This design comes from an exercise in tuning for small area, a short achievable clock period and few clock cycles on the open sky130 flow, not from production work. RTL that was checked went through simulation tests only; none was proved equivalent to the original. Only the layout flow was run in run 3; the RTL was not checked for function there. No activity file was given, so power comes from the tool's default toggle rates.

==> design/flow/design.v <==
module sfla (
    input  wire       clk,
    input  wire       rst,         
    input  wire       cmd_valid,
    output wire       cmd_ready,
    input  wire [7:0] cmd_data,
    input  wire       cmd_last,
    output wire       rsp_valid,
    input  wire       rsp_ready,
    output wire [7:0] rsp_data,
    output wire       rsp_last
);
    localparam [2:0] ST_OK = 3'd0, ST_INVALID_BANK = 3'd1, ST_UNSUP_BANK = 3'd2,
                     ST_UNKNOWN_NAME = 3'd3, ST_NULL_INPUT = 3'd4,
                     ST_MASK_SHORT = 3'd5, ST_NO_FILTER = 3'd6, ST_ILLEGAL = 3'd7;
    localparam [2:0] T_STATUS = 3'd0, T_MATCH = 3'd1, T_FREAD = 3'd2, T_AREAD = 3'd3,
                     T_APPLY = 3'd4, T_LFMT = 3'd5, T_UNK = 3'd6;
    localparam QD = 6;             
    localparam QB = 3;             
    integer i;
    function [7:0] pchar(input [2:0] s, input [2:0] q);
        reg [8*7-1:0] t;
        begin
            case (s)
                3'd0: t = "KILL_  ";
                3'd1: t = "ACCESS_";
                3'd2: t = "EPC_   ";
                3'd3: t = "TID_   ";
                3'd4: t = "USER_  ";
                3'd5: t = "LOCK   ";
                3'd6: t = "UNLOCK ";
                default: t = "PERMA  ";
            endcase
            pchar = t[8*(6-q) +: 8];
        end
    endfunction
    function [2:0] plast(input [2:0] s);    
        case (s)
            3'd0: plast = 3'd4;
            3'd1: plast = 3'd6;
            3'd2: plast = 3'd3;
            3'd3: plast = 3'd3;
            3'd4: plast = 3'd4;
            3'd5: plast = 3'd3;
            3'd6: plast = 3'd5;
            default: plast = 3'd4;
        endcase
    endfunction
    function [7:0] fchar(input [2:0] f, input [3:0] q);
        reg [8*6-1:0] t;
        begin
            case (f)
                3'd0: t = "KILL  ";
                3'd1: t = "ACCESS";
                3'd2: t = "EPC   ";
                3'd3: t = "TID   ";
                default: t = "USER  ";
            endcase
            fchar = t[8*(5-q[2:0]) +: 8];
        end
    endfunction
    function [3:0] flast(input [2:0] f);
        case (f)
            3'd0: flast = 4'd3;
            3'd1: flast = 4'd5;
            3'd2: flast = 4'd2;
            3'd3: flast = 4'd2;
            default: flast = 4'd3;
        endcase
    endfunction
    function [7:0] ochar(input [1:0] o, input [3:0] q);
        reg [8*11-1:0] t;
        begin
            case (o)
                2'd0: t = "LOCK       ";
                2'd1: t = "UNLOCK     ";
                2'd2: t = "PERMALOCK  ";
                default: t = "PERMAUNLOCK";
            endcase
            ochar = t[8*(10-q) +: 8];
        end
    endfunction
    function [3:0] olast(input [1:0] o);
        case (o)
            2'd0: olast = 4'd3;
            2'd1: olast = 4'd5;
            2'd2: olast = 4'd8;
            default: olast = 4'd10;
        endcase
    endfunction
    function [7:0] upcase(input [7:0] b);
        upcase = (b >= 8'h61 && b <= 8'h7A) ? {b[7:6], 1'b0, b[4:0]} : b;
    endfunction
    function [5:0] anext(input [5:0] a);
        anext = (a == 6'd6) ? 6'd32 : a + 6'd1;
    endfunction
    function [QB-1:0] qinc(input [QB-1:0] p);
        qinc = (p == QD - 1) ? {QB{1'b0}} : p + 1'b1;
    endfunction
    reg rst_q;
    always @(posedge clk) rst_q <= rst;
    wire rs = rst_q;
    reg        cr_q;
    reg        in_v, sk_v;
    reg  [7:0] in_d, sk_d, in_uc;
    reg        in_l, sk_l;
    reg        in_fload, in_fread, in_match, in_lclr, in_lacc, in_lget, in_lparse, in_lfmt;
    reg        in_comma, in_flok, in_resv, in_bank0;
    wire       consume;
    wire       in_free = ~in_v | consume;
    wire       fire    = cmd_valid & cr_q;
    wire [7:0] nx_d    = sk_v ? sk_d : cmd_data;
    wire       nx_l    = sk_v ? sk_l : cmd_last;
    assign cmd_ready = cr_q;
    always @(posedge clk) begin
        if (rs) begin
            in_v <= 1'b0;
            sk_v <= 1'b0;
        end else if (in_free) begin
            if (sk_v) begin
                in_v <= 1'b1;
                sk_v <= 1'b0;
            end else
                in_v <= fire;
        end else if (fire)
            sk_v <= 1'b1;
        cr_q <= ~rst & (rs | (in_free ? 1'b1 : ~(sk_v | fire)));
        if (in_free) begin
            in_d      <= nx_d;
            in_l      <= nx_l;
            in_uc     <= upcase(nx_d);
            in_fload  <= nx_d == 8'h01;
            in_fread  <= nx_d == 8'h02;
            in_match  <= nx_d == 8'h03;
            in_lclr   <= nx_d == 8'h10;
            in_lacc   <= nx_d == 8'h11;
            in_lget   <= nx_d == 8'h12;
            in_lparse <= nx_d == 8'h13;
            in_lfmt   <= nx_d == 8'h14;
            in_comma  <= nx_d == 8'h2C;
            in_resv   <= nx_d[7:3] != 5'd0;
            in_bank0  <= nx_d[1:0] == 2'd0;
            in_flok   <= nx_d[7:3] == 5'd0 && nx_d[1:0] != 2'd0;
        end
        if (cr_q) begin
            sk_d <= cmd_data;
            sk_l <= cmd_last;
        end
    end
    reg  [7:0]  fmh [0:6];
    reg  [7:0]  fmm [0:31];
    reg         f_valid;
    reg  [5:0]  f_rl;                  
    reg  [9:0]  d_U0;
    reg  [7:0]  d_m8U, d_m8V;          
    reg  [2:0]  d_ur, d_vr;
    reg         d_nz;
    reg         d_end0;                
    reg  [15:0] a_mask, a_act;
    reg  [8*84-1:0] ring;
    reg  [6:0]  ph;
    wire [7:0]  ring_tap = ring[8*84-1 -: 8];
    wire [6:0]  ph_n = (ph == 7'd83) ? 7'd0 : ph + 7'd1;
    reg  [6:0]  pos;
    reg         p0, p1, p4, p7, plt7, ple39, ple62, ple84;
    reg         o_fload, o_fread, o_match, o_lclr, o_lacc, o_lget, o_lparse, o_lfmt;
    reg         written;
    reg  [7:0]  hb1, hb2, hb3;         
    reg         fl_resv, fl_bank0, fl_ok;
    reg  [5:0]  fl_req;
    reg         fl_big;
    reg  [7:0]  frb;
    reg  [5:0]  fa;                    
    reg         restoring, rstart;
    reg  [5:0]  ra;
    reg         fresh;
    reg         rs_any, slot_hit;
    reg  [6:0]  rs_next, s0, tl, rsl;
    reg  [2:0]  dm;                    
    reg  [2:0]  dsid, dq, dfield;
    reg  [7:0]  dexp;                  
    reg         dlast;                 
    reg         dperm;
    reg         perr;
    reg  [4:0]  pm;
    reg  [9:0]  pa;
    reg  [7:0]  mA, mB;
    reg  [7:0]  mU, mV;
    reg         uge0, um1, vge1, v0, v1;    
    reg         d_uge0, d_um1, d_vge1, d_v0, d_v1;
    reg  [4:0]  midx;
    reg  [1:0]  hv;                    
    reg  [7:0]  h0, h1;                
    reg  [4:0]  d_U0p1;
    reg         mism;
    reg  [3:0]  qq [0:QD-1];
    reg  [QB-1:0] qw, qr;
    reg  [QB:0] qn;
    reg         q_full, q_any;
    reg  [QB:0] n_fr, n_unk, n_a, n_ap;
    reg         ov, ol;
    reg  [7:0]  od;
    reg         cm;
    reg  [2:0]  ct, cd;
    reg         c_mt, c_fr, c_ar, c_lf, c_uk;    
    reg  [6:0]  ci;
    reg  [2:0]  ff, fln;
    reg  [1:0]  fop;
    reg  [3:0]  ffl, fol;
    reg  [1:0]  fseg;
    reg  [3:0]  fq;
    assign rsp_valid = ov;
    assign rsp_data  = od;
    assign rsp_last  = ol;
    reg  busy_fread, busy_unk, busy_a, pend_apply;    
    wire is_fload  = p0 ? in_fload  : o_fload;
    wire is_fread  = p0 ? in_fread  : o_fread;
    wire is_match  = p0 ? in_match  : o_match;
    wire is_lclr   = p0 ? in_lclr   : o_lclr;
    wire is_lacc   = p0 ? in_lacc   : o_lacc;
    wire is_lget   = p0 ? in_lget   : o_lget;
    wire is_lparse = p0 ? in_lparse : o_lparse;
    wire is_lfmt   = p0 ? in_lfmt   : o_lfmt;
    wire f_bank_epc = (fmh[0][1:0] == 2'd1);
    wire f_inv      = fmh[0][2];
    wire        fread_act = cm && c_fr;
    reg         sel_fa;
    wire        e_epc     = in_v && o_match && ple62;
    wire [4:0]  midx_sel  = (hv == 2'd2) ? midx : (hv == 2'd0) ? d_U0[4:0] : d_U0p1;
    reg  [4:0]  msel;                  
    wire [5:0]  paddr     = sel_fa ? fa : {1'b1, msel};
    wire [7:0]  port      = paddr[5] ? fmm[paddr[4:0]] : fmh[paddr[2:0]];
    wire fl_ok_cur = p1 ? in_flok : fl_ok;
    wire rn_fl = o_fload && ple39 && fl_ok_cur;
    wire rn_lp = o_lparse && ple84 && !in_comma && !perr;
    wire ring_need = in_v && !written && (rn_fl || rn_lp);
    wire ring_ok   = rs_any || slot_hit;
    wire rw        = ring_need && ring_ok;
    wire [7:0] rwd = o_fload ? port : in_d;
    wire [7:0] uc = in_uc;
    reg  [2:0] n_dm, n_dsid, n_dq, n_dfield;
    reg        n_dperm;
    always @(*) begin
        n_dm = 3'd5; n_dsid = dsid; n_dq = dq + 3'd1; n_dfield = dfield; n_dperm = dperm;
        case (dm)
            3'd0: begin
                n_dm = 3'd1; n_dq = 3'd1;
                case (uc)
                    "K": begin n_dsid = 3'd0; n_dfield = 3'd0; end
                    "A": begin n_dsid = 3'd1; n_dfield = 3'd1; end
                    "E": begin n_dsid = 3'd2; n_dfield = 3'd2; end
                    "T": begin n_dsid = 3'd3; n_dfield = 3'd3; end
                    "U": begin n_dsid = 3'd4; n_dfield = 3'd4; end
                    default: n_dm = 3'd5;
                endcase
            end
            3'd1: begin
                if (uc == dexp) begin
                    if (dlast)
                        n_dm = (dsid == 3'd7) ? 3'd3 : (dsid[2] && dsid != 3'd4) ? 3'd4 : 3'd2;
                    else
                        n_dm = 3'd1;
                end
            end
            3'd2: begin
                n_dm = 3'd1; n_dq = 3'd1; n_dperm = 1'b0;
                case (uc)
                    "L": n_dsid = 3'd5;
                    "U": n_dsid = 3'd6;
                    "P": n_dsid = 3'd7;
                    default: n_dm = 3'd5;
                endcase
            end
            3'd3: begin
                n_dm = 3'd1; n_dq = 3'd1; n_dperm = 1'b1;
                case (uc)
                    "L": n_dsid = 3'd5;
                    "U": n_dsid = 3'd6;
                    default: n_dm = 3'd5;
                endcase
            end
            default: n_dm = 3'd5;
        endcase
    end
    reg [4:0] f_pm;
    reg [9:0] f_pa;
    always @(*) begin
        f_pm = pm;
        f_pa = pa;
        f_pm[dfield] = 1'b1;
        f_pa[2*dfield +: 2] = {dsid != 3'd6, dperm};
    end
    wire [15:0] mwin = p1 ? {h0, h1} : {mA, mB};
    wire [15:0] mshl = mwin << d_ur;
    reg  [7:0]  mvalid, mbit;
    integer b;
    always @(*) begin
        for (b = 0; b < 8; b = b + 1) begin
            mbit[b]   = mshl[15 - b];
            mvalid[b] = (uge0 || (um1 && ({1'b0, d_ur} + b >= 8))) &&
                        (vge1 || (v0 && b < d_vr));
        end
    end
    wire [7:0] erev = {in_d[0], in_d[1], in_d[2], in_d[3], in_d[4], in_d[5], in_d[6], in_d[7]};
    wire       mism_byte = |(mvalid & (erev ^ mbit));
    wire       end_ok_e  = !d_nz || !vge1 || (v1 && d_vr == 3'd0);
    wire       m_r       = p0 ? (d_end0 ^ f_inv)
                              : ((!(mism || mism_byte) && end_ok_e) ^ f_inv);
    wire [15:0] nfull = {fmh[5], in_d};
    wire fl_short = p7 ? (nfull != 16'd0)
                       : (fl_big || ({1'b0, pos[5:0]} - 7'd7 < {1'b0, fl_req}));
    wire lp_tok_acc = !in_comma && dm == 3'd1 && (dsid == 3'd5 || dsid == 3'd6) &&
                      dlast && uc == dexp;
    reg  [2:0] c_st, c_t;
    always @(*) begin
        c_st = ST_OK; c_t = T_STATUS;
        if (is_fload) begin
            if (plt7 || !ple39 || fl_resv) c_st = ST_ILLEGAL;
            else if (fl_bank0)             c_st = ST_INVALID_BANK;
            else if (fl_short)             c_st = ST_MASK_SHORT;
        end else if (is_fread) begin
            if (!p0)            c_st = ST_ILLEGAL;
            else if (!f_valid)  c_st = ST_NO_FILTER;
            else                c_t  = T_FREAD;
        end else if (is_match) begin
            if (!ple62)           c_st = ST_ILLEGAL;
            else if (!f_valid)    c_st = ST_NO_FILTER;
            else if (!f_bank_epc) c_st = ST_UNSUP_BANK;
            else                  c_t  = T_MATCH;
        end else if (is_lclr) begin
            if (!p0) c_st = ST_ILLEGAL;
        end else if (is_lacc) begin
            if (!p4) c_st = ST_ILLEGAL;
        end else if (is_lget) begin
            if (!p0) c_st = ST_ILLEGAL; else c_t = T_AREAD;
        end else if (is_lparse) begin
            if (!ple84)                               c_st = ST_ILLEGAL;
            else if (p0)                              c_st = ST_NULL_INPUT;
            else if (perr || !lp_tok_acc) begin c_st = ST_UNKNOWN_NAME; c_t = T_UNK; end
            else                                      c_t  = T_APPLY;
        end else if (is_lfmt) begin
            if (!p0) c_st = ST_ILLEGAL; else c_t = T_LFMT;
        end else
            c_st = ST_ILLEGAL;
    end
    wire [3:0] c_q = (c_t == T_STATUS) ? {1'b0, c_st} :
                     (c_t == T_MATCH)  ? {1'b1, m_r ? 3'd7 : 3'd1} : {1'b1, c_t};
    wire c_modA = (p0 && in_lclr) || (o_lacc && p4);
    wire stall =
        (p0 && in_fload  && (busy_fread || busy_unk)) ||
        (p0 && in_lparse && (pend_apply || busy_unk)) ||
        (ring_need && !ring_ok) ||
        (e_epc && (busy_fread || (p1 && hv != 2'd2))) ||
        (in_l && (q_full || (c_modA && busy_a))) ||
        restoring || fresh;
    assign consume = in_v && !stall;
    wire commit = consume && in_l;
    wire fl_fail_restore = is_fload && !p0 && fl_ok_cur && c_st != ST_OK;
    wire       load = !ov || rsp_ready;
    wire [4:0] lf;
    assign lf[0] = &a_mask[9:8];
    assign lf[1] = &a_mask[7:6];
    assign lf[2] = &a_mask[5:4];
    assign lf[3] = &a_mask[3:2];
    assign lf[4] = &a_mask[1:0];
    function [1:0] lop(input [1:0] v);       
        case (v)
            2'b10: lop = 2'd0;
            2'b00: lop = 2'd1;
            2'b11: lop = 2'd2;
            default: lop = 2'd3;
        endcase
    endfunction
    function [1:0] fopf(input [2:0] f);
        case (f)
            3'd0: fopf = lop(a_act[9:8]);
            3'd1: fopf = lop(a_act[7:6]);
            3'd2: fopf = lop(a_act[5:4]);
            3'd3: fopf = lop(a_act[3:2]);
            default: fopf = lop(a_act[1:0]);
        endcase
    endfunction
    function [2:0] lnext(input [2:0] f);
        integer j;
        begin
            lnext = 3'd5;
            for (j = 4; j >= 0; j = j - 1)
                if (lf[j] && (f == 3'd7 || j > f)) lnext = j[2:0];
        end
    endfunction
    wire [2:0] lane_first = lnext(3'd7);
    wire [2:0] fnew  = cm ? fln : lane_first;
    wire [7:0] fmt_c = (fseg == 2'd0) ? fchar(ff, fq) :
                       (fseg == 2'd1) ? 8'h5F :
                       (fseg == 2'd2) ? ochar(fop, fq) : 8'h2C;
    wire       fmt_oend = (fseg == 2'd2) && (fq == fol);
    wire       fmt_end  = fmt_oend && fln == 3'd5;
    reg  [7:0] abyte;
    always @(*) begin
        case (ci[1:0])
            2'd1: abyte = a_mask[15:8];
            2'd2: abyte = a_mask[7:0];
            2'd3: abyte = a_act[15:8];
            default: abyte = a_act[7:0];
        endcase
    end
    wire [7:0] nb = ({8{c_mt}} & {7'd0, cd[0]}) |
                    ({8{c_fr}} & frb) |
                    ({8{c_ar}} & abyte) |
                    ({8{c_lf}} & fmt_c) |
                    ({8{c_uk}} & ring_tap);
    wire       nl = c_mt | (c_fr & (ci[5:0] == f_rl)) | (c_ar & ci[2]) |
                    (c_lf & fmt_end) | (c_uk & (ci == tl));
    wire [3:0] hq = qq[qr];
    wire [2:0] ht = !hq[3] ? T_STATUS : (hq[2:0] == 3'd7) ? T_MATCH : hq[2:0];
    wire [2:0] hd = !hq[3] ? hq[2:0] : {2'b00, hq[2:0] == 3'd7};
    wire       unk_wait = c_uk && ph != rsl;
    wire       pop = load && !cm && q_any;
    wire       adv = load && cm && !unk_wait;
    wire       do_apply = pop && ht == T_APPLY;
    wire nx_o_fload   = consume ? (!in_l && (p0 ? in_fload : o_fload)) : o_fload;
    wire nx_restoring = (commit && fl_fail_restore) ||
                        (restoring && !(!rstart && ph == rsl && anext(ra) == fa));
    wire nx_fread_act = (pop && ht == T_FREAD) || (fread_act && !(adv && nl));
    always @(posedge clk)
        sel_fa <= !rs && ((!rst && nx_fread_act) || nx_o_fload || nx_restoring);
    wire [1:0] nx_hv   = rs ? 2'd0 : (commit && is_fload) ? ((c_st == ST_OK) ? 2'd2 : 2'd0) :
                         (!sel_fa && !fresh && hv != 2'd2) ? hv + 2'd1 : hv;
    wire [4:0] nx_midx = (consume && p0) ? d_U0[4:0] + 5'd2 :
                         (consume && e_epc) ? midx + 5'd1 : midx;
    always @(posedge clk)
        msel <= (nx_hv == 2'd2) ? nx_midx : (nx_hv == 2'd0) ? nU0[4:0] : nU0[4:0] + 5'd1;
    wire [31:0] fP = {fmh[1], fmh[2], fmh[3], fmh[4]};
    wire [15:0] fN = {fmh[5], fmh[6]};
    wire [11:0] du  = 12'd32 - {1'b0, fP[10:0]};
    wire [12:0] dv  = {4'd0, fN[8:0]} + {2'd0, fP[10:0]} - 13'd32;
    wire [9:0]  nU0 = (|fP[31:11]) ? 10'h300 : {{1{du[11]}}, du[11:3]};
    wire [9:0]  nV0 = ((|fP[31:11]) || (|fN[15:9])) ? 10'd511 : dv[12:3];
    always @(posedge clk) begin
        d_U0   <= nU0;
        d_U0p1 <= nU0[4:0] + 5'd1;
        d_ur   <= du[2:0];
        d_m8U  <= (nU0[9] && nU0[8:7] != 2'b11) ? 8'h80 : nU0[7:0];
        d_m8V  <= (!nV0[9] && nV0[8:7] != 2'b00) ? 8'h7F : nV0[7:0];
        d_vr   <= dv[2:0];
        d_nz   <= (fN != 16'd0);
        d_end0 <= (fN == 16'd0) || nV0[9] || (nV0 == 10'd0 && dv[2:0] == 3'd0);
        d_uge0 <= !nU0[9];
        d_um1  <= nU0 == 10'h3FF;
        d_vge1 <= !nV0[9] && nV0 != 10'd0;
        d_v0   <= nV0 == 10'd0;
        d_v1   <= nV0 == 10'd1;
        ring <= {ring[8*83-1:0], rw ? rwd : ring_tap};
        ph   <= rs ? 7'd0 : ph_n;
    end
    always @(posedge clk) begin
        if (rs) begin
            pos       <= 7'd0;
            {o_fload, o_fread, o_match, o_lclr, o_lacc, o_lget, o_lparse, o_lfmt} <= 8'd0;
            p0        <= 1'b1;
            p1        <= 1'b0;
            p4        <= 1'b0;
            p7        <= 1'b0;
            plt7      <= 1'b1;
            ple39     <= 1'b1;
            ple62     <= 1'b1;
            ple84     <= 1'b1;
            written   <= 1'b0;
            restoring <= 1'b0;
            rstart    <= 1'b0;
            fresh     <= 1'b0;
            hv        <= 2'd0;
            f_valid   <= 1'b0;
            rs_any    <= 1'b1;
        end else begin
            fresh <= 1'b0;
            written <= consume ? 1'b0 : (written | rw);
            slot_hit <= rw || (ph_n == rs_next);
            if (rw) begin
                if (rs_any) begin
                    s0 <= ph;
                    tl <= 7'd1;
                end else
                    tl <= tl + 7'd1;
                rs_next <= ph_n;
                rs_any  <= 1'b0;
            end
            if (consume) begin
                if (in_l) begin
                    {o_fload, o_fread, o_match, o_lclr, o_lacc, o_lget, o_lparse, o_lfmt} <= 8'd0;
                end else if (p0) begin
                    o_fload  <= in_fload;  o_fread <= in_fread; o_match <= in_match;
                    o_lclr   <= in_lclr;   o_lacc  <= in_lacc;  o_lget  <= in_lget;
                    o_lparse <= in_lparse; o_lfmt  <= in_lfmt;
                end
            end
            if (consume) begin
                if (in_l) begin
                    pos   <= 7'd0;
                    p0    <= 1'b1;
                    p1    <= 1'b0;
                    p4    <= 1'b0;
                    p7    <= 1'b0;
                    plt7  <= 1'b1;
                    ple39 <= 1'b1;
                    ple62 <= 1'b1;
                    ple84 <= 1'b1;
                end else begin
                    if (pos != 7'd127) pos <= pos + 7'd1;
                    p0    <= 1'b0;
                    p1    <= pos == 7'd0;
                    p4    <= pos == 7'd3;
                    p7    <= pos == 7'd6;
                    plt7  <= pos < 7'd6;
                    ple39 <= pos < 7'd39;
                    ple62 <= pos < 7'd62;
                    ple84 <= pos < 7'd84;
                end
            end
            if (consume && p0) begin
                if (in_lparse || in_fload) begin
                    rs_any <= 1'b1;
                    tl     <= 7'd0;
                end
                if (in_lparse) begin
                    dm   <= 3'd0;
                    perr <= 1'b0;
                    pm   <= 5'd0;
                    pa   <= 10'd0;
                end
                mism     <= 1'b0;
                mU       <= d_m8U;
                mV       <= d_m8V;
                uge0     <= d_uge0;
                um1      <= d_um1;
                vge1     <= d_vge1;
                v0       <= d_v0;
                v1       <= d_v1;
                midx     <= d_U0[4:0] + 5'd2;
            end
            if (in_v && o_fload && p1) begin
                fl_resv  <= in_resv;
                fl_bank0 <= in_bank0;
                fl_ok    <= in_flok;
            end
            if (in_v && o_fload && p7) begin
                fl_big <= nfull > 16'd256;
                fl_req <= ({1'b0, fmh[5][0], in_d} + 10'd7) >> 3;
            end
            if (in_v && o_lacc && p1)        hb1 <= in_d;
            if (in_v && o_lacc && pos == 7'd2) hb2 <= in_d;
            if (in_v && o_lacc && pos == 7'd3) hb3 <= in_d;
            if (consume && o_lparse && ple84 && !perr) begin
                if (in_comma) begin
                    if (dm == 3'd4) begin
                        pm     <= f_pm;
                        pa     <= f_pa;
                        dm     <= 3'd0;
                        rs_any <= 1'b1;
                        tl     <= 7'd0;
                    end else
                        perr <= 1'b1;
                end else begin
                    dm <= n_dm; dsid <= n_dsid; dq <= n_dq; dfield <= n_dfield; dperm <= n_dperm;
                    dexp  <= pchar(n_dsid, n_dq);
                    dlast <= n_dq == plast(n_dsid);
                end
            end
            if (consume && e_epc) begin
                mism <= mism | mism_byte;
                mU   <= mU + 8'd1;
                mV   <= mV - 8'd1;
                uge0 <= uge0 | um1;
                um1  <= mU == 8'hFE;
                vge1 <= vge1 & ~v1;
                v0   <= v1;
                v1   <= mV == 8'd2;
            end
            if (consume && e_epc) begin
                mA   <= p1 ? h1 : mB;
                mB   <= port;
                midx <= midx + 5'd1;
            end
            if (rw && o_fload && fa == {1'b1, d_U0[4:0]}) h0 <= in_d;
            if (rw && o_fload && fa == {1'b1, d_U0p1})    h1 <= in_d;
            if (commit && is_fload)
                hv <= (c_st == ST_OK) ? 2'd2 : 2'd0;
            else if (!sel_fa && !fresh) begin
                if (hv == 2'd0) begin
                    h0 <= port;
                    hv <= 2'd1;
                end else if (hv == 2'd1) begin
                    h1 <= port;
                    hv <= 2'd2;
                end
            end
            if (commit) begin
                if (is_fload && c_st == ST_OK) begin
                    f_valid <= 1'b1;
                    f_rl    <= pos[5:0];
                    if (p7) fresh <= 1'b1;
                end
                if (fl_fail_restore) begin
                    restoring <= 1'b1;
                    rstart    <= 1'b1;
                    ra        <= 6'd0;
                end
                if (o_lparse) begin
                    pm <= f_pm;
                    pa <= f_pa;
                end
            end
            if (rstart) rstart <= 1'b0;
            if (restoring && !rstart && ph == rsl) begin
                ra <= anext(ra);
                if (anext(ra) == fa) begin
                    restoring <= 1'b0;
                    fresh     <= 1'b1;
                end
            end
        end
    end
    wire       fm_we = restoring ? (!rstart && ph == rsl) : (rw && o_fload);
    wire [5:0] fm_wa = restoring ? ra : fa;
    wire [7:0] fm_wd = restoring ? ring_tap : in_d;
    genvar gk;
    generate
        for (gk = 0; gk < 7; gk = gk + 1) begin : g_fmh
            always @(posedge clk)
                if (fm_we && fm_wa == gk) fmh[gk] <= fm_wd;
        end
        for (gk = 0; gk < 32; gk = gk + 1) begin : g_fmm
            always @(posedge clk)
                if (fm_we && fm_wa == 32 + gk) fmm[gk] <= fm_wd;
        end
    endgenerate
    always @(posedge clk) begin
        if (rs) begin
            a_mask <= 16'd0;
            a_act  <= 16'd0;
        end else if (commit && c_modA) begin
            if (p0) begin
                a_mask <= 16'd0;
                a_act  <= 16'd0;
            end else begin
                a_mask <= a_mask | {hb1, hb2};
                a_act  <= (a_act & ~{hb1, hb2}) | ({hb3, in_d} & {hb1, hb2});
            end
        end else if (do_apply) begin
            a_mask <= {6'd0, {2{pm[0]}}, {2{pm[1]}}, {2{pm[2]}}, {2{pm[3]}}, {2{pm[4]}}};
            a_act  <= {6'd0, pa[1:0], pa[3:2], pa[5:4], pa[7:6], pa[9:8]};
        end
    end
    function [QB:0] cnt(input [QB:0] n, input [QB:0] np1, input [QB:0] nm1,
                        input up, input dn);
        cnt = (up && !dn) ? np1 : (dn && !up) ? nm1 : n;
    endfunction
    function cnz(input nz, input n1, input up, input dn);
        cnz = (up && !dn) ? 1'b1 : (dn && !up) ? !n1 : nz;
    endfunction
    wire taken_last = ov && ol && rsp_ready;
    wire up_fr = commit && inc_fr,            dn_fr = taken_last && c_fr;
    wire up_uk = commit && inc_unk,           dn_uk = taken_last && c_uk;
    wire up_a  = commit && (inc_a || inc_ap), dn_a  = taken_last && (c_ar || c_lf);
    wire up_ap = commit && inc_ap,            dn_ap = do_apply;
    wire [QB:0] nx_fr  = cnt(n_fr,  n_fr  + 1'b1, n_fr  - 1'b1, up_fr, dn_fr);
    wire [QB:0] nx_unk = cnt(n_unk, n_unk + 1'b1, n_unk - 1'b1, up_uk, dn_uk);
    wire [QB:0] nx_a   = cnt(n_a,   n_a   + 1'b1, n_a   - 1'b1, up_a,  dn_a);
    wire [QB:0] nx_ap  = cnt(n_ap,  n_ap  + 1'b1, n_ap  - 1'b1, up_ap, dn_ap);
    wire lp_body = o_lparse && ple84;
    wire inc_fr  = p0 && in_fread && f_valid;
    wire inc_unk = lp_body && (perr || !lp_tok_acc);
    wire inc_ap  = lp_body && !perr && lp_tok_acc;
    wire inc_a   = p0 && (in_lget || in_lfmt);
    always @(posedge clk) begin
        if (rs) begin
            qw    <= {QB{1'b0}};
            qr    <= {QB{1'b0}};
            qn    <= {(QB+1){1'b0}};
            q_full <= 1'b0;
            q_any  <= 1'b0;
            n_fr  <= 0;
            n_unk <= 0;
            n_a   <= 0;
            n_ap  <= 0;
            busy_fread <= 1'b0;
            busy_unk   <= 1'b0;
            busy_a     <= 1'b0;
            pend_apply <= 1'b0;
        end else begin
            if (commit) begin
                qq[qw] <= c_q;
                qw     <= qinc(qw);
            end
            if (pop) qr <= qinc(qr);
            if (commit && !pop) begin
                qn     <= qn + 1'b1;
                q_full <= qn == QD - 1;
                q_any  <= 1'b1;
            end else if (pop && !commit) begin
                qn     <= qn - 1'b1;
                q_full <= 1'b0;
                q_any  <= qn != 1;
            end
            n_fr  <= nx_fr;
            n_unk <= nx_unk;
            n_a   <= nx_a;
            n_ap  <= nx_ap;
            busy_fread <= cnz(busy_fread, n_fr  == 1, up_fr, dn_fr);
            busy_unk   <= cnz(busy_unk,   n_unk == 1, up_uk, dn_uk);
            busy_a     <= cnz(busy_a,     n_a   == 1, up_a,  dn_a);
            pend_apply <= cnz(pend_apply, n_ap  == 1, up_ap, dn_ap);
        end
    end
    always @(posedge clk) begin
        if (rst || rs) begin
            ov <= 1'b0;
            cm <= 1'b0;
        end else if (load) begin
            if (cm) begin
                if (unk_wait)
                    ov <= 1'b0;
                else begin
                    ov <= 1'b1;
                    if (nl) cm <= 1'b0;
                end
            end else if (q_any) begin
                ov <= 1'b1;
                case (ht)
                    T_STATUS: cm <= 1'b0;
                    T_UNK:    cm <= (tl != 7'd0);
                    T_LFMT:   cm <= (lf != 5'd0);
                    default:  cm <= 1'b1;
                endcase
            end else
                ov <= 1'b0;
        end
    end
    always @(posedge clk) begin
        if (load) begin
            if (cm) begin
                if (!unk_wait) begin
                    od <= nb;
                    ol <= nl;
                    ci <= ci + 7'd1;
                    if (c_lf) begin
                        case (fseg)
                            2'd0: if (fq == ffl) fseg <= 2'd1; else fq <= fq + 4'd1;
                            2'd1: begin fseg <= 2'd2; fq <= 4'd0; end
                            2'd2: if (fmt_oend) fseg <= 2'd3; else fq <= fq + 4'd1;
                            default: begin
                                fseg <= 2'd0; fq <= 4'd0;
                                ff <= fnew; fop <= fopf(fnew); ffl <= flast(fnew);
                                fol <= olast(fopf(fnew)); fln <= lnext(fnew);
                            end
                        endcase
                    end
                end
            end else if (q_any) begin
                ct <= ht;
                cd <= hd;
                c_mt <= ht == T_MATCH;
                c_fr <= ht == T_FREAD;
                c_ar <= ht == T_AREAD || ht == T_APPLY;
                c_lf <= ht == T_LFMT;
                c_uk <= ht == T_UNK;
                ci <= 7'd1;
                case (ht)
                    T_STATUS: begin od <= {5'd0, hd}; ol <= 1'b1; end
                    T_UNK:    begin od <= 8'h03; ol <= (tl == 7'd0); end
                    T_LFMT:   begin od <= 8'h00; ol <= (lf == 5'd0); end
                    default:  begin od <= 8'h00; ol <= 1'b0; end
                endcase
                ff <= fnew; fop <= fopf(fnew); ffl <= flast(fnew);
                fol <= olast(fopf(fnew)); fln <= lnext(fnew);
                fseg <= 2'd0;
                fq   <= 4'd0;
            end
        end
    end
    always @(posedge clk) begin
        if (consume && p0 && in_fload)
            fa <= 6'd0;
        else if (rw && o_fload)
            fa <= anext(fa);
        else if (pop && ht == T_FREAD)
            fa <= 6'd1;
        else if (adv && c_fr)
            fa <= anext(fa);
        if (pop && ht == T_FREAD)
            frb <= fmh[0];
        else if (adv && c_fr)
            frb <= port;
    end
    always @(posedge clk) begin
        if (rstart)
            rsl <= s0;
        else if (restoring && ph == rsl)
            rsl <= (rsl == 7'd83) ? 7'd0 : rsl + 7'd1;
        else if (pop && ht == T_UNK)
            rsl <= s0;
        else if (adv && c_uk)
            rsl <= (rsl == 7'd83) ? 7'd0 : rsl + 7'd1;
    end
endmodule
==> design/flow/standard.sh <==
#!/bin/bash
# synth_recipe.tcl (not shown) runs the flow's synth.tcl, then flattens the netlist and writes it again
# the make line also repeats each setting of config.mk as NAME=value (left out here)
make -C /OpenROAD-flow-scripts/flow DESIGN_CONFIG=/design/flow/config.mk WORK_HOME=/design/flow/orfs CLKGATE_MAP_FILE= SYNTH_SCRIPT=/design/flow/synth_recipe.tcl "${@:-finish}"
==> design/flow/config.mk <==
export PLATFORM = sky130hd
export DESIGN_NAME = sfla
export DESIGN_NICKNAME = sfla
export VERILOG_FILES = /design/flow/design.v
export SDC_FILE = /design/flow/constraint.sdc
export NUM_CORES = 4
export LEC_CHECK = 0
export CAP_MARGIN = 20
export CORE_MARGIN = 2
export CORE_UTILIZATION = 50
export CTS_CLUSTER_DIAMETER = 70
export CTS_CLUSTER_SIZE = 25
export SLEW_MARGIN = 20
==> design/flow/flow/run.sh <==
#!/bin/bash
# Standard ORFS layout, with repair_timing aiming well past the clock period
# (a larger setup slack margin); the clock and constraints are unchanged.
set -euo pipefail
bash standard.sh SETUP_SLACK_MARGIN=7 finish > orfs_make.log 2>&1
==> design/flow/constraint.sdc <==
create_clock -name core_clock -period 10.0 [get_ports {clk}]
set_input_delay 2.0000 -clock core_clock [delete_from_list [all_inputs] [get_ports {clk}]]
set_output_delay 2.0000 -clock core_clock [all_outputs]
set_load 0.01 [all_outputs]
==> results of run 1 <==
==> area by class of cell <==
cell class              instances  area [um2]  area share
repair inverters                2        12.5    0.000204
inverters                     143         573     0.00933
multi-input cells            2363       18300       0.298
repair buffers                376        3720      0.0605
clock buffers                  95        2130      0.0347
well taps                    1368        1710      0.0279
diodes                          1        2.50   0.0000408
flip-flops and latches       1421       34400       0.560
clock inverters                36         546     0.00889
==> worst min path at each step <==
stage               startpoint        end  slack [ns]  depth (start not counted)
finish               ring[253]  ring[261]        0.32                          0
CTS                  ring[253]  ring[261]        0.32                          0
detailed placement   ring[386]  ring[394]        0.31                          0
global route          ring[50]   ring[58]        0.32                          0
global placement     ring[526]  ring[534]        0.31                          0
floorplan             ring[92]  ring[100]        0.31                          0
==> routing by layer <==
layer | vias up | GRT usage
li1 | 15700 | -
met3 | 432 | 0.0465
met5 | - | 0
met2 | 1896 | 0.389
met4 | 0 | 0.109
met1 | 16900 | 0.348
==> metrics by stage <==
step	area, um2	power, uW	instances
6_report	61400	11000	5805
5_1_grt	61400	11300	5804
4_1_cts	59200	10900	5682
3_5_place_dp	53300	7170	5375
3_3_place_gp	53300	7170	5375
2_1_floorplan	51800	6880	4132
==> cell families (layout without fill, tap and decap cells) <==
family,Yosys count,count (layout),synth area share
buffers and inverters,352,652,0.0271
muxes,154,154,0.0374
other,0,1,0
and+or+nand+nor,1099,1102,0.106
adders and majority gates,97,97,0.0237
AOI/OAI and AO/OA,845,846,0.111
xor gates and xnor gates,164,164,0.0279
DFF,1421,1421,0.667
==> registers in the layout (all words and copies together) (netlist names), 8 cells and up, named ones only <==
| name | cells |
|---|---|
| fmh | 56 |
| mB | 8 |
| ring | 672 |
| d_m8U | 8 |
| hb3 | 8 |
| od | 8 |
| fmm | 256 |
| mU | 8 |
| a_mask | 16 |
| in_uc | 8 |
| pa | 10 |
| qq | 24 |
| h1 | 8 |
| sk_d | 8 |
| hb1 | 8 |
| mV | 8 |
| a_act | 16 |
| hb2 | 8 |
| frb | 8 |
| mA | 8 |
| d_m8V | 8 |
| h0 | 8 |
==> repair_timing <==
action | 4_1_cts | 5_1_grt
endpoints found under the setup margin | 724 | 365
buffers inserted | 162 | 119
cloned | 14 | 1
resized for setup | 413 | 259
pin swaps | 87 | 131
endpoints found under the hold margin | 0 | 0
==> power by group through the flow <==
stage                     combinational [uW]  sequential [uW]  clock [uW]
after global routing                    1190             6240        3920
final                                   1130             6230        3650
after global placement                   789             6380           0
after CTS                                987             6220        3720
after floorplan                          593             6290           0
after detailed placement                 794             6380           0
==> layout by cell type (no fill, tap or decap), types with 92 or more instances in the layout <==
master / netlist / final
a21oi_1: 179 / 148
dfxtp_1: 833 / 811
nor2_1: 275 / 237
inv_1: 140 / 126
nor3_1: 117 / 92
o21ai_0: 199 / 159
edfxtp_1: 588 / 588
buf_4: 3 / 247
nand2_1: 256 / 245
nand3_1: 121 / 110
==> impl_metrics.json, run 1 <==
{
  "yosysSeqAreaShare": 0.667,
  "crit_family": "flip-flops",
  "first_pass_iters": 7,
  "rr_worst_depth": 12,
  "switching_share": 0.255,
  "fillers": 7984,
  "io_buffers": 23,
  "nNetsFinal": 4497,
  "hold_violations": 0,
  "critPathKind": "flop to output pin",
  "powerDensity_nw_per_um2": 179,
  "setup_viol": 0,
  "via_per_inst": 6.02,
  "fin_tns_setup_ns": 0,
  "netlist_area_um2": 51500,
  "cts-buffers-inserted": 80,
  "slowest_stage": "edfxtp_1",
  "status": "finished clean",
  "max_stage_delay_ns": 0.47,
  "cts.path.max_buffers": 3,
  "required_ns": 8.00,
  "drtAntennaViolNets": 0,
  "synth.top_cells.by_count": "dfxtp_1 (833), edfxtp_1 (588), nor2_1 (275)",
  "ys_types": 92,
  "hold_ws_ns": 0.323,
  "post-route-min-period_ns": 3.34,
  "gr-total-overflow": 0,
  "reg2reg_to": "frb[6]",
  "drive_above_1_share": 0.222,
  "antenna_found_initial": 0,
  "grt_pass1_wl_um": 203000,
  "fin_crit_sh": 0.334,
  "p_leak_uw": 0.0221,
  "drv_slew": 0,
  "drt-total-wl_um": 139000,
  "synth.avg_cell_area_um2": 12.5,
  "grt_setup_unrepaired": "true",
  "fmax_mhz": 300,
  "syn-num-nets": 4242,
  "post-place-ws_ns": 5.29,
  "reg2reg_slack_ns": 6.69,
  "routedLengthMet1_um": 57500,
  "end_kind": "output pin",
  "synthCells": 4132,
  "yosysWarnings": 3,
  "cts_root_buf": "clkbuf_16",
  "maxCapViolCount": 0,
  "grt_pass1_vias": 32300,
  "worstPathCellList": "buf_6",
  "worstPathMaxFanout": 2,
  "synth_area_leader_cell": "edfxtp_1",
  "grt_max_degree": 83,
  "initial_core_util": 0.505,
  "slew_headroom": 0.180,
  "top_layer_used": "met4",
  "path_clk_slew_ns": 0.09,
  "synthArstFlopShare": 0,
  "tightest_slew_ns": 1.23,
  "cp-endpoint": "rsp_last",
  "worst-path-stages": 1,
  "area_growth_pct": 19.3,
  "p_int_uw": 8200,
  "synth_edf_count": 588,
  "cts.sinks": 1421,
  "synth_area_leaders": "edfxtp_1 (34%), dfxtp_1 (32%), ha_1 (2.3%)",
  "yosysMostFrequentCell": "dfxtp_1",
  "hp-class": "flop to flop",
  "post_drt_wl_per_cell_um": 23.9,
  "critPathLaunch": "ol",
  "die_width_um": 325,
  "die_h_um": 325,
  "switchingPower_uw": 2800,
  "seqPwrFrac": 0.566,
  "final_util": 0.603,
  "finalClockSkew_ns": 0.0832,
  "worst-path-buf-inv": 1,
  "wl_met2_um": 61500,
  "core_um2": 102000,
  "clock_latency_ns": 0.73,
  "synth.top_cell.area_share": 0.343,
  "gp_congestion": 0.940,
  "dp_hpwl_um": 85600,
  "die_area_um2": 106000,
  "htreeDepth": 3,
  "arrival_ns": 1.34,
  "power_frac_comb": 0.103,
  "drt_iter0_markers": 4231,
  "via_count": 35000,
  "clkPwrFrac": 0.332,
  "row_count": 117,
  "ys.flop_type": "dfxtp_1",
  "track_usage": 0.252,
  "peakVddDrop_mv": 0.174,
  "wl_met3_um": 12900,
  "cts_hold_buf": 0,
  "cts_tree": "done",
  "worst_slack_ns": 6.66,
  "ys_ff_latch": 1421,
  "startpoint_type": "flop",
  "r2r_start": "sel_fa",
  "io_pins": 24,
  "drc": 0
}
Testbench counts, summed over its fixed seeds: cycles 17,576.
==> run 2: changes to the inputs <==
--- a/design/flow/config.mk
+++ b/design/flow/config.mk
@@ -9,3 +9,3 @@
 export CORE_MARGIN = 2
-export CORE_UTILIZATION = 50
+export CORE_UTILIZATION = 60
 export CTS_CLUSTER_DIAMETER = 70
==> impl_metrics.json, run 2 <==
{
  "status": "finished clean",
  "finalClockSkew_ns": 0.0625,
  "ys_types": 92,
  "cts_hold_buf": 0,
  "hold_path_end": "ring[131]",
  "yosysWarnings": 3,
  "cts.path.max_buffers": 3,
  "grt_setup_unrepaired": "true",
  "track_usage": 0.310,
  "cts.sinks": 1421,
  "ys.flop_type": "dfxtp_1",
  "cts-buffers-inserted": 74,
  "multiInputGateArea_um2": 18400,
  "stdcell_count": 5575,
  "regArea_um2": 34400,
  "core_um2": 85100,
  "first_pass_iters": 10,
  "tightest_slew_ns": 1.11,
  "clock_latency_ns": 0.69,
  "drt-total-wl_um": 142000,
  "post-place-ws_ns": 5.36,
  "largest_register": "ring",
  "fillers": 5728,
  "cts_tree": "done",
  "largest_registers": "ring: 672 flops, fmm: 256 flops, fmh: 56 flops",
  "hold_ws_ns": 0.323,
  "synth_area_leaders": "edfxtp_1 (34%), dfxtp_1 (32%), ha_1 (2.3%)",
  "io_buffers": 23,
  "use_met2": 0.492,
  "antenna_found_initial": 2,
  "via_count": 35600,
  "gp_congestion": 0.954,
  "drive_above_1_share": 0.223,
  "fin_tns_setup_ns": 0,
  "hp-class": "flop to flop",
  "busiest_layer": "met2",
  "syn-num-nets": 4242,
  "worstPathCellList": "mux2i_4, buf_12, buf_12, clkbuf_16, nand2_1, o22ai_2, a222oi_1, o2111a_1, nand4_1, o311a_4, mux2_4",
  "dp_hpwl_um": 87900,
  "via_per_inst": 6.38,
  "die_width_um": 297,
  "synth_edf_count": 588,
  "drt_iter0_markers": 4468,
  "final_common_cell": "dfxtp_1",
  "fin_crit_sh": 0.336,
  "worstPathMaxFanout": 10,
  "grt_use_met1": 0.416,
  "setup_viol": 0,
  "p_total_uw": 10800,
  "nNetsFinal": 4494,
  "yosysMostFrequentCell": "dfxtp_1",
  "holdPathStages": 0,
  "powerDensity_nw_per_um2": 177,
  "die_h_um": 297,
  "row_count": 107,
  "drv_slew": 0,
  "synth.top_cell.area_share": 0.343,
  "grt_pass1_wl_um": 210000,
  "initial_core_util": 0.604,
  "synth.avg_cell_area_um2": 12.5,
  "grt_pass1_vias": 34300,
  "ys_ff_latch": 1421,
  "startpoint_type": "flop",
  "maxCapViolCount": 0,
  "post_drt_wl_per_cell_um": 25.5,
  "slowest_stage": "a222oi_1",
  "layout_common_cells": "dfxtp_1 (811), edfxtp_1 (588), buf_4 (251)",
  "gr-usage-met3": 0.0541,
  "netlist_area_um2": 51500,
  "cpMostUsedCell": "buf_12",
  "gr-total-overflow": 0,
  "post-route-min-period_ns": 3.36,
  "grt_max_degree": 60,
  "largest_reg_flops": 672,
  "hold_violations": 0,
  "synth_area_leader_cell": "edfxtp_1",
  "fmax_mhz": 297,
  "drtAntennaViolNets": 0,
  "rr_worst_depth": 11,
  "yosysSeqAreaShare": 0.667,
  "reg2reg_slack_ns": 6.64,
  "required_ns": 10.42,
  "io_pins": 24,
  "p_leak_uw": 0.0220,
  "slew_headroom": 0.262,
  "dp_cells": 5157,
  "critPathKind": "flop to flop",
  "htreeDepth": 3,
  "peakVddDrop_mv": 0.182,
  "worst_slack_ns": 6.64,
  "path_clk_slew_ns": 0.10,
  "synth.top_cells.by_count": "dfxtp_1 (833), edfxtp_1 (588), nor2_1 (275)",
  "r2r_start": "fa[2]",
  "hp-start": "ring[123]",
  "max_stage_delay_ns": 0.73,
  "synthArstFlopShare": 0,
  "die_area_um2": 88100,
  "cts_root_buf": "clkbuf_16",
  "synthCells": 4132,
  "area_growth_pct": 18.4,
  "crit_family": "compound AO/OA/AOI/OAI gates",
  "arrival_ns": 3.78,
  "worst-path-buf-inv": 3,
  "drc": 0,
  "end_kind": "flop",
  "reg2reg_to": "frb[6]"
}
-- run 2: cell types whose count changed in the layout (fill, tap and decap cells not counted), moves of 5 or more --
cell,before,now
clkbuf_1,10,20
inv_1,126,119
buf_12,37,31
inv_2,7,12
o21ai_1,19,24
o21ai_2,19,14
-- run 2: final cells by class --
type                    count  area share
inverters                 143     0.00946
well taps                1144      0.0235
clock buffers              98      0.0329
repair inverters            2    0.000164
flip-flops and latches   1421       0.564
clock inverters            24     0.00581
multi-input cells        2364       0.302
repair buffers            378      0.0616
diodes                      1   0.0000411
-- run 2: worst max path at each step --
stage	slack [ns]	depth (start not counted)	from	end
4_1_cts	6.66	9	d_ur[0]	qq[1][2]
3_5_place_dp	5.36	8	rsp_ready	a_mask[13]
2_1_floorplan	6.30	10	rsp_ready	n_ap[3]
5_1_grt	6.57	10	d_ur[0]	qq[1][2]
6_report	6.64	11	fa[2]	frb[6]
3_3_place_gp	5.41	8	rsp_ready	a_mask[10]
-- run 2: cell families (layout without fill, tap and decap cells) --
group / Yosys count / in the layout / synth area share
compound gates: 845 / 846 / 0.111
fa+ha+maj: 97 / 97 / 0.0237
other cells: 0 / 1 / 0
simple gates: 1099 / 1103 / 0.106
xor+xnor: 164 / 164 / 0.0279
flops: 1421 / 1421 / 0.667
mux: 154 / 154 / 0.0374
buf+inv: 352 / 645 / 0.0271
-- run 2: per-stage QoR --
stage / area, um2 / util
6_report: 61000 / 0.716
5_1_grt: 61000 / 0.716
4_1_cts: 59100 / 0.694
3_5_place_dp: 53100 / 0.623
3_3_place_gp: 53100 / 0.623
2_1_floorplan: 51800 / -
-- run 2: per-layer routing --
layer | vias to the layer above | part of all wire
li1 | 15700 | -
met1 | 17300 | 0.39
met2 | 2101 | 0.46
met3 | 455 | 0.099
met4 | 2 | 0.054
met5 | - | 0.000091
-- run 2: repair_timing --
action | 4_1_cts | 5_1_grt
pin swaps | 90 | 114
gates cloned | 15 | 7
resized for setup | 469 | 248
setup buffers | 192 | 81
endpoints found under the setup margin | 752 | 361
-- run 2: worst reg2reg max path: stages, from the launching register on --
cell	delay, ns
dfxtp_2	0.55
mux2i_4	0.18
buf_12	0.18
buf_12	0.13
clkbuf_16	0.16
nand2_1	0.10
o22ai_2	0.08
a222oi_1	0.73
o2111a_1	0.37
nand4_1	0.14
o311a_4	0.22
mux2_4	0.27
-- run 2: report_power, final --
part	leakage, uW	total (uW)	switching [uW]	internal, uW
registers	0.0121	6230	111	6120
clock network	0.00113	3400	1910	1490
logic	0.00882	1150	711	442
==> run 3: changes to the inputs <==
--- a/design/flow/design.v
+++ b/design/flow/design.v
@@ -107,3 +107,3 @@
     reg        in_fload, in_fread, in_match, in_lclr, in_lacc, in_lget, in_lparse, in_lfmt;
-    reg        in_comma, in_flok, in_resv, in_bank0;
+    reg        in_comma, in_flok;
     wire       consume;
@@ -140,4 +140,2 @@
             in_comma  <= nx_d == 8'h2C;
-            in_resv   <= nx_d[7:3] != 5'd0;
-            in_bank0  <= nx_d[1:0] == 2'd0;
             in_flok   <= nx_d[7:3] == 5'd0 && nx_d[1:0] != 2'd0;
@@ -154,6 +152,6 @@
     reg  [9:0]  d_U0;
-    reg  [7:0]  d_m8U, d_m8V;          
+    wire [7:0]  d_m8U, d_m8V;          
     reg  [2:0]  d_ur, d_vr;
     reg         d_nz;
-    reg         d_end0;                
+    wire        d_end0;                
     reg  [15:0] a_mask, a_act;
@@ -189,3 +187,3 @@
     reg         uge0, um1, vge1, v0, v1;    
-    reg         d_uge0, d_um1, d_vge1, d_v0, d_v1;
+    wire        d_uge0, d_um1, d_vge1, d_v0, d_v1;
     reg  [4:0]  midx;
@@ -208,3 +206,3 @@
     reg  [1:0]  fop;
-    reg  [3:0]  ffl, fol;
+    wire [3:0]  ffl, fol;
     reg  [1:0]  fseg;
@@ -395,2 +393,4 @@
                        (fseg == 2'd2) ? ochar(fop, fq) : 8'h2C;
+    assign ffl = flast(ff);
+    assign fol = olast(fop);
     wire       fmt_oend = (fseg == 2'd2) && (fq == fol);
@@ -438,2 +438,10 @@
     wire [9:0]  nV0 = ((|fP[31:11]) || (|fN[15:9])) ? 10'd511 : dv[12:3];
+    assign d_m8U  = (nU0[9] && nU0[8:7] != 2'b11) ? 8'h80 : nU0[7:0];
+    assign d_m8V  = (!nV0[9] && nV0[8:7] != 2'b00) ? 8'h7F : nV0[7:0];
+    assign d_end0 = (fN == 16'd0) || nV0[9] || (nV0 == 10'd0 && dv[2:0] == 3'd0);
+    assign d_uge0 = !nU0[9];
+    assign d_um1  = nU0 == 10'h3FF;
+    assign d_vge1 = !nV0[9] && nV0 != 10'd0;
+    assign d_v0   = nV0 == 10'd0;
+    assign d_v1   = nV0 == 10'd1;
     always @(posedge clk) begin
@@ -442,12 +450,4 @@
         d_ur   <= du[2:0];
-        d_m8U  <= (nU0[9] && nU0[8:7] != 2'b11) ? 8'h80 : nU0[7:0];
-        d_m8V  <= (!nV0[9] && nV0[8:7] != 2'b00) ? 8'h7F : nV0[7:0];
         d_vr   <= dv[2:0];
         d_nz   <= (fN != 16'd0);
-        d_end0 <= (fN == 16'd0) || nV0[9] || (nV0 == 10'd0 && dv[2:0] == 3'd0);
-        d_uge0 <= !nU0[9];
-        d_um1  <= nU0 == 10'h3FF;
-        d_vge1 <= !nV0[9] && nV0 != 10'd0;
-        d_v0   <= nV0 == 10'd0;
-        d_v1   <= nV0 == 10'd1;
         ring <= {ring[8*83-1:0], rw ? rwd : ring_tap};
@@ -541,4 +541,4 @@
             if (in_v && o_fload && p1) begin
-                fl_resv  <= in_resv;
-                fl_bank0 <= in_bank0;
+                fl_resv  <= in_d[7:3] != 5'd0;
+                fl_bank0 <= in_d[1:0] == 2'd0;
                 fl_ok    <= in_flok;
@@ -752,4 +752,3 @@
                                 fseg <= 2'd0; fq <= 4'd0;
-                                ff <= fnew; fop <= fopf(fnew); ffl <= flast(fnew);
-                                fol <= olast(fopf(fnew)); fln <= lnext(fnew);
+                                ff <= fnew; fop <= fopf(fnew); fln <= lnext(fnew);
                             end
@@ -773,4 +772,3 @@
                 endcase
-                ff <= fnew; fop <= fopf(fnew); ffl <= flast(fnew);
-                fol <= olast(fopf(fnew)); fln <= lnext(fnew);
+                ff <= fnew; fop <= fopf(fnew); fln <= lnext(fnew);
                 fseg <= 2'd0;
--- a/design/flow/config.mk
+++ b/design/flow/config.mk
@@ -9,3 +9,3 @@
 export CORE_MARGIN = 2
-export CORE_UTILIZATION = 60
+export CORE_UTILIZATION = 50
 export CTS_CLUSTER_DIAMETER = 70
==> impl_metrics.json, run 3 <==
{
  "status": "finished clean",
  "cts_hold_buf": 0,
  "netlist_area_um2": 50300,
  "fillers": 7673,
  "required_ns": 10.43,
  "slowest_stage": "a222oi_1",
  "synthArstFlopShare": 0,
  "multiInputGateArea_um2": 18400,
  "fin_tns_setup_ns": 0,
  "cts_tree": "done",
  "reg2reg_to": "h0[4]",
  "final_common_cell": "dfxtp_1",
  "yosysWarnings": 3,
  "ys_types": 93,
  "row_count": 116,
  "nNetsFinal": 4476,
  "synth.avg_cell_area_um2": 12.5,
  "grt_pass1_vias": 31600,
  "via_count": 33900,
  "core_um2": 99900,
  "critPathLaunch": "sel_fa",
  "drtAntennaViolNets": 0,
  "clock_latency_ns": 0.71,
  "ys_ff_latch": 1391,
  "hold_ws_ns": 0.318,
  "hp-start": "ring[349]",
  "diodes": 0,
  "finalClockSkew_ns": 0.0481,
  "layout_common_cells": "dfxtp_1 (791), edfxtp_1 (580), buf_4 (301)",
  "die_h_um": 321,
  "crit_family": "compound AO/OA/AOI/OAI gates",
  "drt_iter0_markers": 3538,
  "max_stage_delay_ns": 0.88,
  "drc": 0,
  "synth_edf_count": 580,
  "powerDensity_nw_per_um2": 183,
  "grt_pass1_wl_um": 195000,
  "regArea_um2": 33700,
  "drive_above_1_share": 0.239,
  "slew_headroom": 0.237,
  "worstPathMaxFanout": 8,
  "antenna_found_initial": 0,
  "tightest_slew_ns": 1.14,
  "post-route-min-period_ns": 3.62,
  "dp_hpwl_um": 80500,
  "synth.top_cell.area_share": 0.347,
  "largest_registers": "ring: 672 flops, fmm: 256 flops, fmh: 56 flops",
  "r2r_start": "sel_fa",
  "largest_register": "ring",
  "reg2reg_slack_ns": 6.38,
  "cts-buffers-inserted": 82,
  "rr_worst_depth": 14,
  "post_drt_wl_per_cell_um": 23.4,
  "syn-num-nets": 4145,
  "area_growth_pct": 21.9,
  "fin_crit_sh": 0.362,
  "worstPathCellList": "buf_12, buf_16, buf_6, nand3b_1, nand2_4, buf_6, buf_12, a222oi_1, o32a_1, nand4_1, o31ai_4, a21oi_4, nand2_1, o21ai_1",
  "path_clk_slew_ns": 0.09,
  "drv_slew": 0,
  "fmax_mhz": 276,
  "die_width_um": 321,
  "track_usage": 0.248,
  "drt-total-wl_um": 134000,
  "arrival_ns": 4.05,
  "startpoint_type": "flop",
  "gp_congestion": 0.895,
  "first_pass_iters": 6,
  "htreeDepth": 3,
  "holdPathStages": 0,
  "gr-total-overflow": 0,
  "ys.flop_type": "dfxtp_1",
  "grt_setup_unrepaired": "true",
  "hold_violations": 0,
  "cts.sinks": 1391,
  "initial_core_util": 0.503,
  "synth.top_cells.by_count": "dfxtp_1 (811), edfxtp_1 (580), nor2_1 (295)",
  "critPathKind": "flop to flop",
  "via_per_inst": 5.94,
  "hp-class": "flop to flop",
  "synth_area_leader_cell": "edfxtp_1",
  "cts.path.max_buffers": 3,
  "peakVddDrop_mv": 0.175,
  "p_leak_uw": 0.0224,
  "setup_viol": 0,
  "end_kind": "flop",
  "grt_max_degree": 61,
  "yosysMostFrequentCell": "dfxtp_1",
  "largest_reg_flops": 672,
  "yosysSeqAreaShare": 0.670,
  "synth_area_leaders": "edfxtp_1 (35%), dfxtp_1 (32%), ha_1 (2.5%)",
  "worst-path-buf-inv": 5,
  "hold_path_end": "ring[357]",
  "maxCapViolCount": 0,
  "io_buffers": 23,
  "io_pins": 24,
  "synthCells": 4030,
  "die_area_um2": 103000,
  "cts_root_buf": "clkbuf_16"
}
-- run 3: changes by cell type in the layout (fill, tap and decap cells not counted), moves of 14 or more --
cell / before / now
mux2i_1: 55 / 73
o21ai_1: 24 / 46
a21oi_2: 23 / 37
o21ai_0: 159 / 124
nor3_1: 88 / 69
nand3b_1: 6 / 22
nor4_1: 30 / 15
mux2_2: 52 / 38
buf_4: 251 / 301
dfxtp_1: 811 / 791
-- run 3: timing repair --
action	CTS	global route
resized for setup	451	258
hold endpoints to repair	0	0
setup buffers	181	149
cloned	17	6
pin swaps	108	147
endpoints found under the setup margin	614	466
-- run 3: kinds of logic after synthesis --
group,synth area share
flops,0.670
simple gates,0.105
buf+inv,0.0246
mux,0.0363
fa+ha+maj,0.0255
compound gates,0.111
xor+xnor,0.0277
-- run 3: how the worst max path moves through the flow --
stage | cells after the start | slack [ns] | to
floorplan | 10 | 6.27 | n_ap[3]
global placement | 10 | 5.37 | fa[2]
detailed placement | 10 | 5.35 | fa[2]
CTS | 11 | 6.58 | qq[0][1]
global route | 14 | 6.47 | h0[4]
finish | 14 | 6.38 | h0[4]
-- run 3: worst register-to-register path, cell delays in order (launching register included) --
cell	delay [ns]
dfxtp_4	0.37
buf_12	0.13
buf_16	0.13
buf_6	0.11
nand3b_1	0.15
nand2_4	0.08
buf_6	0.13
buf_12	0.15
a222oi_1	0.89
o32a_1	0.30
nand4_1	0.25
o31ai_4	0.34
a21oi_4	0.15
nand2_1	0.11
o21ai_1	0.06
-- run 3: final cells by class --
cell class	count	share of cell area
repair buffers	432	0.0700
well taps	1298	0.0265
clock buffers	90	0.0340
inverters	130	0.00866
multi-input cells	2324	0.300
clock inverters	47	0.0113
flip-flops and latches	1391	0.550
-- run 3: routing by layer --
layer	share of wire	track usage	vias up
met5	0	0	-
met4	0.052	0.117	0
met3	0.079	0.0382	371
met2	0.45	0.393	1509
met1	0.42	0.336	16600
li1	-	-	15500
-- run 3: stage by stage --
| stage | setup slack [ns] | power [uW] | utilization | instance area [um2] | cells |
|---|---|---|---|---|---|
| 6_report | 6.38 | 11200 | 0.614 | 61300 | 5712 |
| 5_1_grt | 6.47 | 11600 | 0.614 | 61300 | 5712 |
| 4_1_cts | 6.58 | 11100 | 0.590 | 58900 | 5557 |
| 3_5_place_dp | 5.35 | 7170 | 0.524 | 52300 | 5222 |
| 3_3_place_gp | 5.37 | 7170 | 0.524 | 52300 | 5221 |
| 2_1_floorplan | 6.27 | 6830 | - | 50800 | 4030 |
-- run 3: power breakdown --
| group | switching, uW | internal (uW) | total [uW] | leakage [uW] |
|---|---|---|---|---|
| registers | 97.6 | 6000 | 6090 | 0.0118 |
| clock network | 2040 | 1670 | 3710 | 0.00134 |
| logic | 845 | 557 | 1400 | 0.00923 |
| total | 2980 | 8220 | 11200 | 0.0224 |

[static timing again, ports no longer ideal]
The flow's constraints put no driver on any port. The routed layouts listed below were extracted and timed again, unchanged, in two steps. Step 1 sets driving cells, clkbuf_16 on the clock port and buf_2 on the other inputs (assumed; they add their load-dependent delay and slew). Step 2 adds t to the input delays and takes it off the output delays; t is the mean of the earliest and latest rising clock arrival at the registers after step 1. Input paths then give back, and output paths get back, about the clock's delay inside the block. Slacks: ideal / step 1 / step 2; pairs: ideal / step 1.
run	t (ns)	setup WS [ns]	hold WS [ns]	slew at the worst register clock pin (ns)
run 1	0.752	6.663 / 6.595 / 6.298	0.323 / 0.323 / 0.323	0.11 / 0.11
run 2	0.734	6.635 / 6.622 / 6.303	0.323 / 0.323 / 0.323	0.11 / 0.11
run 3	0.753	6.376 / 6.376 / 6.225	0.318 / 0.318 / 0.318	0.10 / 0.10
After both steps setup and hold are still met in every run listed. For run 1, which loses most, drivers alone change the setup slack by -0.068 ns; drivers and shift together by -0.365 ns.
